Context: an optimization exercise on an open-source flow, tuned for small area, a short achievable clock period and few clock cycles. The choices shown serve that exercise and are no tape-out recipe. For this run, only the layout was checked, not whether the RTL still works. Power and IR drop assume default switching activity.

`flow/constraint.sdc`:
```
create_clock -name core_clock -period 12.0 [get_ports {clk}]
set_input_delay 2.4000 -clock core_clock [delete_from_list [all_inputs] [get_ports {clk}]]
set_output_delay 2.4000 -clock core_clock [all_outputs]
set_load 0.01 [all_outputs]
```
`flow/run.sh`:
```
#!/bin/bash
# synth_recipe.tcl (not shown) runs the flow's synth.tcl, then flattens the netlist and writes it again
# the make line also repeats each setting of config.mk as NAME=value (left out here)
make -C /OpenROAD-flow-scripts/flow DESIGN_CONFIG=/design/flow/config.mk WORK_HOME=/design/flow/orfs CLKGATE_MAP_FILE= SYNTH_SCRIPT=/design/flow/synth_recipe.tcl finish
```
`flow/config.mk`:
```
export PLATFORM = sky130hd
export DESIGN_NAME = crpe
export DESIGN_NICKNAME = crpe
export VERILOG_FILES = /design/flow/design.v
export SDC_FILE = /design/flow/constraint.sdc
export NUM_CORES = 4
export LEC_CHECK = 0
export CAP_MARGIN = 20
export CELL_PAD_IN_SITES_DETAIL_PLACEMENT = 4
export CELL_PAD_IN_SITES_GLOBAL_PLACEMENT = 4
export CORE_MARGIN = 2
export CORE_UTILIZATION = 20
export GPL_ROUTABILITY_DRIVEN = 1
export PLACE_DENSITY = 0.35
export SLEW_MARGIN = 20
```
`flow/design.v`:
```
module crpe (
    input  wire         clk,
    input  wire         rst_n,
    input  wire         wr_en,
    input  wire [1:0]   wr_sel,
    input  wire [4:0]   wr_addr,
    input  wire [7:0]   wr_data,
    input  wire         cmd_valid,
    input  wire [3:0]   cmd_op,
    input  wire         cfg_ns3,
    input  wire [1:0]   cfg_porder,
    input  wire [7:0]   cfg_rounds,
    input  wire [5:0]   cfg_len,
    input  wire [4:0]   cfg_klen,
    input  wire [4:0]   cfg_slen,
    input  wire [4:0]   cfg_s2len,
    output reg          busy,
    output reg          done,
    output reg          err,
    output reg  [2:0]   ecode,
    output reg  [3:0]   kpos,
    output reg  [3:0]   spos,
    output reg  [3:0]   s2pos,
    output reg          swdir,
    output reg          cdir,
    output wire [255:0] data_out
);
    localparam OP_NOP     = 4'd0;
    localparam OP_ENC     = 4'd1;
    localparam OP_DEC     = 4'd2;
    localparam OP_PBYTEF  = 4'd3;
    localparam OP_PBYTEB  = 4'd4;
    localparam OP_PBITF   = 4'd5;
    localparam OP_PBITB   = 4'd6;
    localparam OP_RECBYTE = 4'd7;
    localparam OP_RECBIT  = 4'd8;
    localparam ST_IDLE  = 3'd0;
    localparam ST_PREP  = 3'd1;    
    localparam ST_START = 3'd2;    
    localparam ST_RUN   = 3'd3;    
    localparam ST_DRAIN = 3'd4;    
    reg [255:0] data_r;
    reg [7:0]   key_r   [0:15];
    reg [7:0]   salt_r  [0:15];
    reg [7:0]   salt2_r [0:15];
    assign data_out = data_r;
    wire in_multi = (cmd_op == OP_ENC) || (cmd_op == OP_DEC);
    wire e_ill    = (cmd_op > OP_RECBIT);
    wire e_key    = (cfg_klen == 5'd0) || (cfg_slen == 5'd0) ||
                    (cfg_ns3 && cfg_s2len == 5'd0);
    wire e_neg    = in_multi && cfg_rounds[7];
    wire e_por    = in_multi && (cfg_porder == 2'd3);
    wire e_len    = (cfg_len > 6'd32) || (cfg_klen > 5'd16) ||
                    (cfg_slen > 5'd16) || (cfg_ns3 && cfg_s2len > 5'd16);
    reg [2:0] in_ecode;
    always @(*) begin
        if (e_ill)      in_ecode = 3'd1;
        else if (e_key) in_ecode = 3'd2;
        else if (e_neg) in_ecode = 3'd3;
        else if (e_por) in_ecode = 3'd4;
        else if (e_len) in_ecode = 3'd5;
        else            in_ecode = 3'd0;
    end
    wire in_back = (cmd_op == OP_DEC)   || (cmd_op == OP_PBYTEB) ||
                   (cmd_op == OP_PBITB) || (cmd_op == OP_RECBYTE) ||
                   (cmd_op == OP_RECBIT);
    wire in_rec  = (cmd_op == OP_RECBYTE) || (cmd_op == OP_RECBIT);
    wire in_bit  = (cmd_op == OP_PBITF) || (cmd_op == OP_PBITB) ||
                   (cmd_op == OP_RECBIT);
    reg [2:0]   st;
    reg         back_r;
    reg         multi_r;
    reg         rec_r;
    reg         onebit_r;
    reg         ns3_r;
    reg [1:0]   porder_r;
    reg [6:0]   rounds_left;
    reg [5:0]   len_r;
    reg [4:0]   klen_r;
    reg [4:0]   slen_r;
    reg [4:0]   s2len_r;
    reg [1:0]   pidx;
    reg [7:0]   ai;           
    reg [1:0]   pc;           
    reg [3:0]   kst_byte, sst_byte, s2st_byte;
    reg [3:0]   kst_bit,  sst_bit,  s2st_bit;
    reg [3:0]   rk, rs, rs2;
    wire [1:0] npass_m1 = (porder_r == 2'd2) ? 2'd2 : 2'd1;
    function seq_layer(input [1:0] porder, input [1:0] p);
        seq_layer = (porder == 2'd1) ? (p == 2'd0) : (p == 2'd1);
    endfunction
    wire       cur_bit   = multi_r ? seq_layer(porder_r, pidx) : onebit_r;
    wire [4:0] lm1       = len_r[4:0] - 5'd1;           
    wire [7:0] nm1       = cur_bit ? {lm1, 3'b111} : {3'b000, lm1};
    wire       last_el   = back_r ? (ai == 8'd0) : (ai == nm1);
    wire       last_pass = back_r ? (pidx == 2'd0) : (pidx == npass_m1);
    wire       cmd_last  = last_el && (!multi_r || (last_pass && rounds_left == 7'd0));
    wire [1:0] nx_pidx   = !last_pass ? (back_r ? pidx - 2'd1 : pidx + 2'd1)
                                      : (back_r ? npass_m1 : 2'd0);
    wire       nx_bit    = seq_layer(porder_r, nx_pidx);
    wire [1:0] first_pidx = back_r ? npass_m1 : 2'd0;
    wire       first_bit  = multi_r ? seq_layer(porder_r, first_pidx) : onebit_r;
    wire [3:0] kpos_nx  = back_r ? ((kpos == 4'd0) ? klen_r[3:0] - 4'd1 : kpos - 4'd1)
                                 : ((kpos == klen_r[3:0] - 4'd1) ? 4'd0 : kpos + 4'd1);
    wire [3:0] spos_nx  = back_r ? ((spos == 4'd0) ? slen_r[3:0] - 4'd1 : spos - 4'd1)
                                 : ((spos == slen_r[3:0] - 4'd1) ? 4'd0 : spos + 4'd1);
    wire [3:0] s2pos_nx = back_r ? ((s2pos == 4'd0) ? s2len_r[3:0] - 4'd1 : s2pos - 4'd1)
                                 : ((s2pos == s2len_r[3:0] - 4'd1) ? 4'd0 : s2pos + 4'd1);
    function [3:0] cstep(input [3:0] r, input b, input [4:0] len);
        reg [4:0] x;
        begin
            x = {r, b};
            cstep = (x >= len) ? (x - len) : x[3:0];
        end
    endfunction
    reg b_hi, b_lo;
    always @(*) begin
        case (pc)
            2'd0:    begin b_hi = lm1[4]; b_lo = lm1[3]; end
            2'd1:    begin b_hi = lm1[2]; b_lo = lm1[1]; end
            2'd2:    begin b_hi = lm1[0]; b_lo = 1'b1;   end
            default: begin b_hi = 1'b1;   b_lo = 1'b1;   end
        endcase
    end
    wire [3:0] rk_h  = cstep(rk,  b_hi, klen_r);
    wire [3:0] rs_h  = cstep(rs,  b_hi, slen_r);
    wire [3:0] rs2_h = cstep(rs2, b_hi, s2len_r);
    wire [3:0] rk_n  = cstep(rk_h,  b_lo, klen_r);
    wire [3:0] rs_n  = cstep(rs_h,  b_lo, slen_r);
    wire [3:0] rs2_n = cstep(rs2_h, b_lo, s2len_r);
    reg         dv, dlast, dbit, deq;
    reg [7:0]   di_r, dt_r;      
    wire host_ok = !busy;
    always @(posedge clk) begin
        if (host_ok && wr_en && wr_sel == 2'd1 && !wr_addr[4]) key_r[wr_addr[3:0]]   <= wr_data;
        if (host_ok && wr_en && wr_sel == 2'd2 && !wr_addr[4]) salt_r[wr_addr[3:0]]  <= wr_data;
        if (host_ok && wr_en && wr_sel == 2'd3 && !wr_addr[4]) salt2_r[wr_addr[3:0]] <= wr_data;
    end
    wire       pi_bit = (st == ST_START) ? first_bit : nx_bit;
    wire [3:0] pi_k   = !back_r ? 4'd0 : (pi_bit ? kst_bit  : kst_byte);
    wire [3:0] pi_s   = !back_r ? 4'd0 : (pi_bit ? sst_bit  : sst_byte);
    wire [3:0] pi_s2  = !back_r ? 4'd0 : (pi_bit ? s2st_bit : s2st_byte);
    wire [7:0] pi_i   = !back_r ? 8'd0 : (pi_bit ? {lm1, 3'b111} : {3'b000, lm1});
    wire       pi_sw  = back_r && (pi_bit || ~len_r[0]);
    always @(posedge clk) begin
        if (!rst_n) begin
            st     <= ST_IDLE;
            busy   <= 1'b0;
            done   <= 1'b0;
            err    <= 1'b0;
            ecode  <= 3'd0;
            kpos   <= 4'd0;
            spos   <= 4'd0;
            s2pos  <= 4'd0;
            swdir  <= 1'b0;
            cdir   <= 1'b0;
        end else begin
            done <= 1'b0;
            case (st)
            ST_IDLE: begin
                if (cmd_valid) begin
                    if (cmd_op == OP_NOP) begin
                        done <= 1'b1;
                    end else if (in_ecode != 3'd0) begin
                        done  <= 1'b1;
                        err   <= 1'b1;
                        ecode <= in_ecode;
                    end else begin
                        err      <= 1'b0;
                        ecode    <= 3'd0;
                        cdir     <= in_back;
                        ns3_r    <= cfg_ns3;
                        porder_r <= cfg_porder;
                        len_r    <= cfg_len;
                        klen_r   <= cfg_klen;
                        slen_r   <= cfg_slen;
                        s2len_r  <= cfg_s2len;
                        multi_r  <= in_multi;
                        back_r   <= in_back;
                        rec_r    <= in_rec;
                        onebit_r <= in_bit;
                        rounds_left <= cfg_rounds[6:0];
                        pidx     <= (cmd_op == OP_DEC) ? ((cfg_porder == 2'd2) ? 2'd2 : 2'd1) : 2'd0;
                        pc       <= 2'd0;
                        rk       <= 4'd0;
                        rs       <= 4'd0;
                        rs2      <= 4'd0;
                        if (cfg_len == 6'd0) begin
                            done <= 1'b1;
                            if (!in_back) begin
                                kpos  <= 4'd0;
                                spos  <= 4'd0;
                                if (cfg_ns3) s2pos <= 4'd0;
                                swdir <= 1'b0;
                            end else begin
                                kpos  <= cfg_klen[3:0] - 4'd1;
                                spos  <= cfg_slen[3:0] - 4'd1;
                                if (cfg_ns3) s2pos <= cfg_s2len[3:0] - 4'd1;
                                swdir <= 1'b1;
                            end
                        end else if (in_back) begin
                            busy <= 1'b1;
                            st   <= ST_PREP;
                        end else begin
                            busy  <= 1'b1;
                            st    <= ST_RUN;
                            kpos  <= 4'd0;
                            spos  <= 4'd0;
                            if (cfg_ns3) s2pos <= 4'd0;
                            ai    <= 8'd0;
                            swdir <= 1'b0;
                        end
                    end
                end
            end
            ST_PREP: begin
                pc  <= pc + 2'd1;
                rk  <= rk_n;
                rs  <= rs_n;
                rs2 <= rs2_n;
                if (pc == 2'd2) begin
                    kst_byte  <= rk_h;
                    sst_byte  <= rs_h;
                    s2st_byte <= rs2_h;
                end
                if (pc == 2'd3) begin
                    kst_bit  <= rk_n;
                    sst_bit  <= rs_n;
                    s2st_bit <= rs2_n;
                    st <= ST_START;
                end
            end
            ST_START: begin
                if (rec_r) begin
                    kpos  <= pi_k;
                    spos  <= pi_s;
                    if (ns3_r) s2pos <= pi_s2;
                    swdir <= pi_sw;
                    busy  <= 1'b0;
                    done  <= 1'b1;
                    st    <= ST_IDLE;
                end else begin
                    kpos  <= pi_k;
                    spos  <= pi_s;
                    if (ns3_r) s2pos <= pi_s2;
                    ai    <= pi_i;
                    swdir <= pi_sw;
                    st    <= ST_RUN;
                end
            end
            ST_RUN: begin
                if (last_el && cmd_last) begin
                    kpos  <= kpos_nx;
                    spos  <= spos_nx;
                    if (ns3_r) s2pos <= s2pos_nx;
                    swdir <= ~swdir;
                    st    <= ST_DRAIN;
                end else if (last_el) begin
                    pidx <= nx_pidx;
                    if (last_pass) rounds_left <= rounds_left - 7'd1;
                    kpos  <= pi_k;
                    spos  <= pi_s;
                    if (ns3_r) s2pos <= pi_s2;
                    ai    <= pi_i;
                    swdir <= pi_sw;
                end else begin
                    kpos  <= kpos_nx;
                    spos  <= spos_nx;
                    if (ns3_r) s2pos <= s2pos_nx;
                    swdir <= ~swdir;
                    ai    <= back_r ? ai - 8'd1 : ai + 8'd1;
                end
            end
            ST_DRAIN: begin
                if (dv && dlast) begin
                    busy <= 1'b0;
                    done <= 1'b1;
                    st   <= ST_IDLE;
                end
            end
            default: st <= ST_IDLE;
            endcase
        end
    end
    wire issue = (st == ST_RUN);
    reg        v1, last1, bit1;
    reg [7:0]  i1, kb1, sb1, s2b1;
    always @(posedge clk) begin
        if (!rst_n) v1 <= 1'b0;
        else        v1 <= issue;
        last1 <= cmd_last;
        bit1  <= cur_bit;
        i1    <= ai;
        kb1   <= key_r[kpos];
        sb1   <= salt_r[spos];
        s2b1  <= ns3_r ? salt2_r[s2pos] : 8'd1;
    end
    function [4:0] hstep(input [4:0] r, input b, input [5:0] len);
        reg [5:0] x;
        begin
            x = {r, b};
            hstep = (x >= len) ? (x - len) : x[4:0];
        end
    endfunction
    reg        v2, last2, bit2;
    reg [7:0]  i2, s2b2;
    reg [15:0] p2;
    always @(posedge clk) begin
        if (!rst_n) v2 <= 1'b0;
        else        v2 <= v1;
        last2 <= last1;
        bit2  <= bit1;
        i2    <= i1;
        s2b2  <= s2b1;
        p2    <= kb1 * sb1;
    end
    wire [23:0] off_c = p2 * s2b2;
    wire [23:0] hx_c = bit2 ? {3'b000, off_c[23:3]} : off_c;
    reg        v3, last3, bit3;
    reg [7:0]  i3;
    reg [2:0]  lo3;
    reg [4:0]  r3;
    reg [17:0] x3;
    reg [4:0] hr3_c;
    integer hk3;
    always @(*) begin
        hr3_c = 5'd0;
        for (hk3 = 23; hk3 >= 18; hk3 = hk3 - 1)
            hr3_c = hstep(hr3_c, hx_c[hk3], len_r);
    end
    always @(posedge clk) begin
        if (!rst_n) v3 <= 1'b0;
        else        v3 <= v2;
        last3 <= last2;
        bit3  <= bit2;
        i3    <= i2;
        lo3   <= off_c[2:0];
        r3    <= hr3_c;
        x3    <= hx_c[17:0];
    end
    reg        v4, last4, bit4;
    reg [7:0]  i4;
    reg [2:0]  lo4;
    reg [4:0]  r4;
    reg [11:0] x4;
    reg [4:0] hr4_c;
    integer hk4;
    always @(*) begin
        hr4_c = r3;
        for (hk4 = 17; hk4 >= 12; hk4 = hk4 - 1)
            hr4_c = hstep(hr4_c, x3[hk4], len_r);
    end
    always @(posedge clk) begin
        if (!rst_n) v4 <= 1'b0;
        else        v4 <= v3;
        last4 <= last3;
        bit4  <= bit3;
        i4    <= i3;
        lo4   <= lo3;
        r4    <= hr4_c;
        x4    <= x3[11:0];
    end
    reg        v5, last5, bit5;
    reg [7:0]  i5;
    reg [2:0]  lo5;
    reg [4:0]  r5;
    reg [5:0] x5;
    reg [4:0] hr5_c;
    integer hk5;
    always @(*) begin
        hr5_c = r4;
        for (hk5 = 11; hk5 >= 6; hk5 = hk5 - 1)
            hr5_c = hstep(hr5_c, x4[hk5], len_r);
    end
    always @(posedge clk) begin
        if (!rst_n) v5 <= 1'b0;
        else        v5 <= v4;
        last5 <= last4;
        bit5  <= bit4;
        i5    <= i4;
        lo5   <= lo4;
        r5    <= hr5_c;
        x5    <= x4[5:0];
    end
    reg        v6, last6, bit6;
    reg [7:0]  i6;
    reg [2:0]  lo6;
    reg [4:0]  r6;
    reg [4:0] hr6_c;
    integer hk6;
    always @(*) begin
        hr6_c = r5;
        for (hk6 = 5; hk6 >= 0; hk6 = hk6 - 1)
            hr6_c = hstep(hr6_c, x5[hk6], len_r);
    end
    always @(posedge clk) begin
        if (!rst_n) v6 <= 1'b0;
        else        v6 <= v5;
        last6 <= last5;
        bit6  <= bit5;
        i6    <= i5;
        lo6   <= lo5;
        r6    <= hr6_c;
    end
    wire [7:0] m_c   = bit6 ? {r6, lo6} : {3'b000, r6};
    wire [8:0] n_c   = bit6 ? {len_r, 3'b000} : {3'b000, len_r};
    wire [8:0] up_s  = {1'b0, i6} + {1'b0, m_c};
    wire [8:0] up_t  = (up_s >= n_c) ? up_s - n_c : up_s;
    wire [8:0] dn_t  = (i6 >= m_c) ? {1'b0, i6} - {1'b0, m_c}
                                    : {1'b0, i6} + n_c - {1'b0, m_c};
    wire [7:0] t_c   = i6[0] ? up_t[7:0] : dn_t[7:0];
    wire       eq_c  = (m_c == 8'd0);
    always @(posedge clk) begin
        if (!rst_n) dv <= 1'b0;
        else        dv <= v6;
        dlast <= last6;
        dbit  <= bit6;
        deq   <= eq_c;
        di_r  <= bit6 ? i6 : {i6[4:0], 3'b000};
        dt_r  <= bit6 ? t_c  : {t_c[4:0], 3'b000};
    end
    wire [7:0] bi_byte = data_r[{di_r[7:3], 3'b000} +: 8];
    wire [7:0] bt_byte = data_r[{dt_r[7:3], 3'b000} +: 8];
    wire       xi = bi_byte[di_r[2:0]];
    wire       xt = bt_byte[dt_r[2:0]];
    wire       vt_bit = !back_r ? ~xi : (deq ? ~xt : xi);
    wire       vi_bit =  back_r ? ~xt : (deq ? ~xi : xt);
    wire [7:0] vt = dbit ? {8{vt_bit}} : bi_byte;
    wire [7:0] vi = dbit ? {8{vi_bit}} : bt_byte;
    wire host_data = host_ok && wr_en && (wr_sel == 2'd0);
    genvar gq, gb;
    generate
        for (gq = 0; gq < 32; gq = gq + 1) begin : g_byte
            wire hsel = host_data && (wr_addr == gq);
            wire tq   = dv && (dt_r[7:3] == gq);
            wire iq   = dv && (di_r[7:3] == gq);
            for (gb = 0; gb < 8; gb = gb + 1) begin : g_bit
                wire ts = tq && (!dbit || dt_r[2:0] == gb);
                wire is = iq && (!dbit || di_r[2:0] == gb);
                always @(posedge clk) begin
                    if (hsel)
                        data_r[gq*8+gb] <= wr_data[gb];
                    else if (ts)
                        data_r[gq*8+gb] <= vt[gb];
                    else if (is)
                        data_r[gq*8+gb] <= vi[gb];
                end
            end
        end
    endgenerate
endmodule
```
==> metrics.yaml <==
power:
  total_power_uw: 24200
  leakagePower_uw: 0.0289
  vdd_ir_drop_max_uv: 371
  power_density_mw_per_mm2: 309
timing:
  grt_setup_unrepaired: "true"
  max_freq_mhz: 77.8
  relSlewSlack_pct: 15.4
  period_share_pct: 107
  fin_skew_ns: 0.0765
  hold_violations: 0
  worstMarginPinSlew_ns: 1.26
  fin_crit_ns: 12.85
  fin_ws_ns: -0.850
  finalSetupViolCount: 5
  drv_slew: 0
global_route:
  grtUsageMet3_pct: 2.15
  grt_max_degree: 88
  antenna_found_initial: 51
  grt_first_pass_wirelength_um: 520000
  track_usage_pct: 23.5
  grt.overflow.total: 0
  grt_pass1_vias: 59300
  busiest_layer: "met2"
  groute.layer.met2.usage_pct: 40.3
  gr-usage-met1_pct: 31.5
synth:
  yosysWarnings: 1
  synth_async_sr_flop_share_pct: 0
  synth_ff_type: "edfxtp_1"
  synth_top_area_cell: "edfxtp_1"
  synth_area_sq_mm: 0.0627
  synth_top_area_share_pct: 34.6
  syn_nets: 6540
  seq_area_frac_synth_pct: 41.8
  ys_ff_latch: 948
  synth_area_leaders: "edfxtp_1 (35%), dfxtp_1 (7.2%), mux2_2 (6.5%)"
  syn_inst: 6014
  yosysUniqueCellTypes: 88
  syn_avg_cell_area_sq_um: 10.4
  synth_edf_count: 723
die:
  die-area_sq_mm: 0.318
  ios: 331
  die_h_um: 564
  fp.dieW_um: 564
  start_util_pct: 20.1
  core-area_sq_mm: 0.312
  rows: 205
worst_setup_path:
  endpoint_kind: "register"
  start_kind: "register"
  critPathSlowestCell: "fa_1"
  critPathKind: "register to register"
  crit_path_max_incr_delay_ns: 0.59
  path_max_fanout: 8
  worst-path-buf-inv: 9
  arrival_ns: 13.52
  path_delay_family: "adder cells"
  critPathRequiredTime_ns: 12.67
cells_and_area:
  nets: 7036
  syn_to_final_growth_pct: 24.9
  layout-drive-gt1-share_pct: 20.2
  register_area_sq_mm: 0.0263
  n_fill_cell: 32300
  multi_input_area_sq_mm: 0.0348
drt:
  via_count: 52800
  drt-initial-drc-count: 2957
  wl_per_cell_um: 35.3
  detailedRoute.firstPassIterationCount: 5
  via_per_inst: 4.90
  wl_um: 381000
  drtAntennaViolNets: 0
  drc: 0
clock_network:
  cts_max_level: 4
  root_buffer: "clkbuf_16"
  clock_path_buffers: 4
  cts.sinks: 948
  clk_pin_slew_ns: 0.06
  cts_made_buffers: 141
  clock_latency_ns: 0.85
  hold_buffers: 0
  cts_tree: "yes"
placement:
  dp_hpwl_um: 277000
  gp_congestion: 0.843
  dpl_worst_slack_ns: -1.19
  portBuffers: 330
run_status:
  violatedChecks: "setup timing"
  status: "complete, but fails checks"
job:
  drv_cap: 0
min_path:
  min_path_type: "register to register"
==> cell usage in the layout, fill, tap and decap left out, drive strengths merged, types with 13 or more instances in the layout <==
cell type      instances
edfxtp               723
nor2                 658
o21ai                620
nand2                602
buf                  368
mux2                 361
inv                  352
clkdlybuf4s50        322
ha                   311
dfxtp                225
mux2i                217
a21oi                204
and2                 183
clkbuf               181
mux4                 164
fa                   160
xnor2                113
a21o                  90
nand3                 64
xor2                  60
clkinv                50
nand2b                49
o221ai                48
nor2b                 47
a22oi                 46
nor3                  40
nand4                 33
a31oi                 29
and3                  28
or3                   28
o211ai                24
diode                 15
a211oi                14
o21bai                13
nand3b                13
==> registers in the layout, summed over array words and instances (netlist names), 12 cells and up <==
signal   count
x3          18
x4          12
salt_r     128
salt2_r    128
data_r     256
p2          16
key_r      128
==> layer usage <==
metal | wire [um] | share of wire (%)
met1 | 174000 | 46
met2 | 184000 | 48
met3 | 11500 | 3.0
met4 | 11400 | 3.0
met5 | 47 | 0.012
==> report_power, final <==
part,internal [uW],switching (uW)
Sequential,4110,332
Combinational,6800,8650
Clock,2480,1790
Total,13400,10800
==> worst reg2reg max path, delay by kind of cell (launching register included) <==
family / cells / cell delay (ns)
AOI/OAI and AO/OA: 21 / 3.58
adders and majority gates: 11 / 4.10
buffers and inverters: 9 / 1.10
DFF: 1 / 0.38
muxes: 1 / 0.30
and+or+nand+nor: 23 / 3.26
==> per-stage QoR <==
stage	setup TNS [ns]	instances	hold slack, ns	utilization, %	instance area (sq um)
final	-4.01	10800	0.307	25.1	78300
after global routing	-7.29	10800	0.314	25.1	78200
after CTS	-4.55	10700	0.302	25.0	77900
after detailed placement	-5.75	10500	0.313	23.4	72900
after global placement	-3.52	10500	0.311	23.4	72900
after floorplan	-0.200	6014	0.310	-	63100
==> what timing repair did <==
action / 4_1_cts / 5_1_grt
resized for setup: 56 / 47
pin swaps: 51 / 48
setup endpoints to repair: 5 / 20
setup buffers: 25 / 18
gates cloned: 1 / 0
==> layout make-up <==
| cell class | count | share of cell area [%] |
|---|---|---|
| multi-input cells | 4381 | 44.5 |
| flip-flops and latches | 948 | 33.6 |
| repair buffers | 690 | 7.81 |
| well taps | 4140 | 6.62 |
| clock buffers | 181 | 4.89 |
| inverters | 348 | 1.68 |
| clock inverters | 68 | 0.873 |
| diodes | 15 | 0.0480 |
==> cells by family after synthesis <==
group	after synthesis	share of synthesized area (%)
xor+xnor	173	2.42
fa+ha+maj	472	11.3
flops	948	41.8
buf+inv	685	4.38
simple gates	1784	12.7
mux	742	15.8
compound gates	1210	11.5
==> worst paths after layout <==
check | slack (ns) | startpoint | to | cells past startpoint
worst min-delay path | 0.31 | x4[3]$_DFF_P_ | x5[3]$_DFF_P_ | 0
worst max register to register | -0.85 | s2b2[2]$_DFF_P_ | r3[3]$_DFF_P_ | 65
worst max-delay path | -0.85 | s2b2[2]$_DFF_P_ | r3[3]$_DFF_P_ | 65
worst min register to register | 0.31 | x4[3]$_DFF_P_ | x5[3]$_DFF_P_ | 0
==> synth_stat cells, types with 11 or more instances <==
library cell	n
xor2_1	60
o21ai_0	374
nand2_1	600
nand2b_1	49
nor3_1	40
nor2b_1	47
o22ai_1	12
nor2_1	657
buf_2	64
clkbuf_1	229
nand3b_1	13
nand3_1	64
mux2_2	361
ha_1	311
and3_1	28
o221ai_1	48
a31oi_1	29
inv_1	344
a22oi_1	46
mux2i_1	217
edfxtp_1	723
o21a_1	11
mux4_2	164
a21oi_1	204
a211oi_1	14
and2_1	183
dfxtp_1	225
or3_1	28
a21o_1	90
fa_1	160
o21bai_1	13
buf_1	22
xnor2_1	113
o211ai_1	17
nand4_1	33
o21ai_1	246

[what the ideal ports hide]
The results above use ideal ports. As a check the final layout listed here was re-extracted and re-timed, cells and wires unchanged. Step 1, drivers: a clkbuf_16 drives clk and a buf_2 each remaining input, both assumed. Step 2 also shifts input and output timing later by t, the mid clock arrival at the registers, as if the neighbouring blocks saw the same clock. a / b / c = no drivers / after step 1 / after step 2; a / b = the first two.
shift t [ns]: 0.916
slack for setup (ns): -0.850 / -0.850 / -0.850
worst hold slack (ns): 0.307 / 0.307 / 0.307
latest minus earliest clock arrival (ns): 0.079 / 0.079
worst register clock-pin slew, ns: 0.07 / 0.07
The setup slack of this run moves by 0.000 ns with the drivers and by 0.000 ns with both steps.
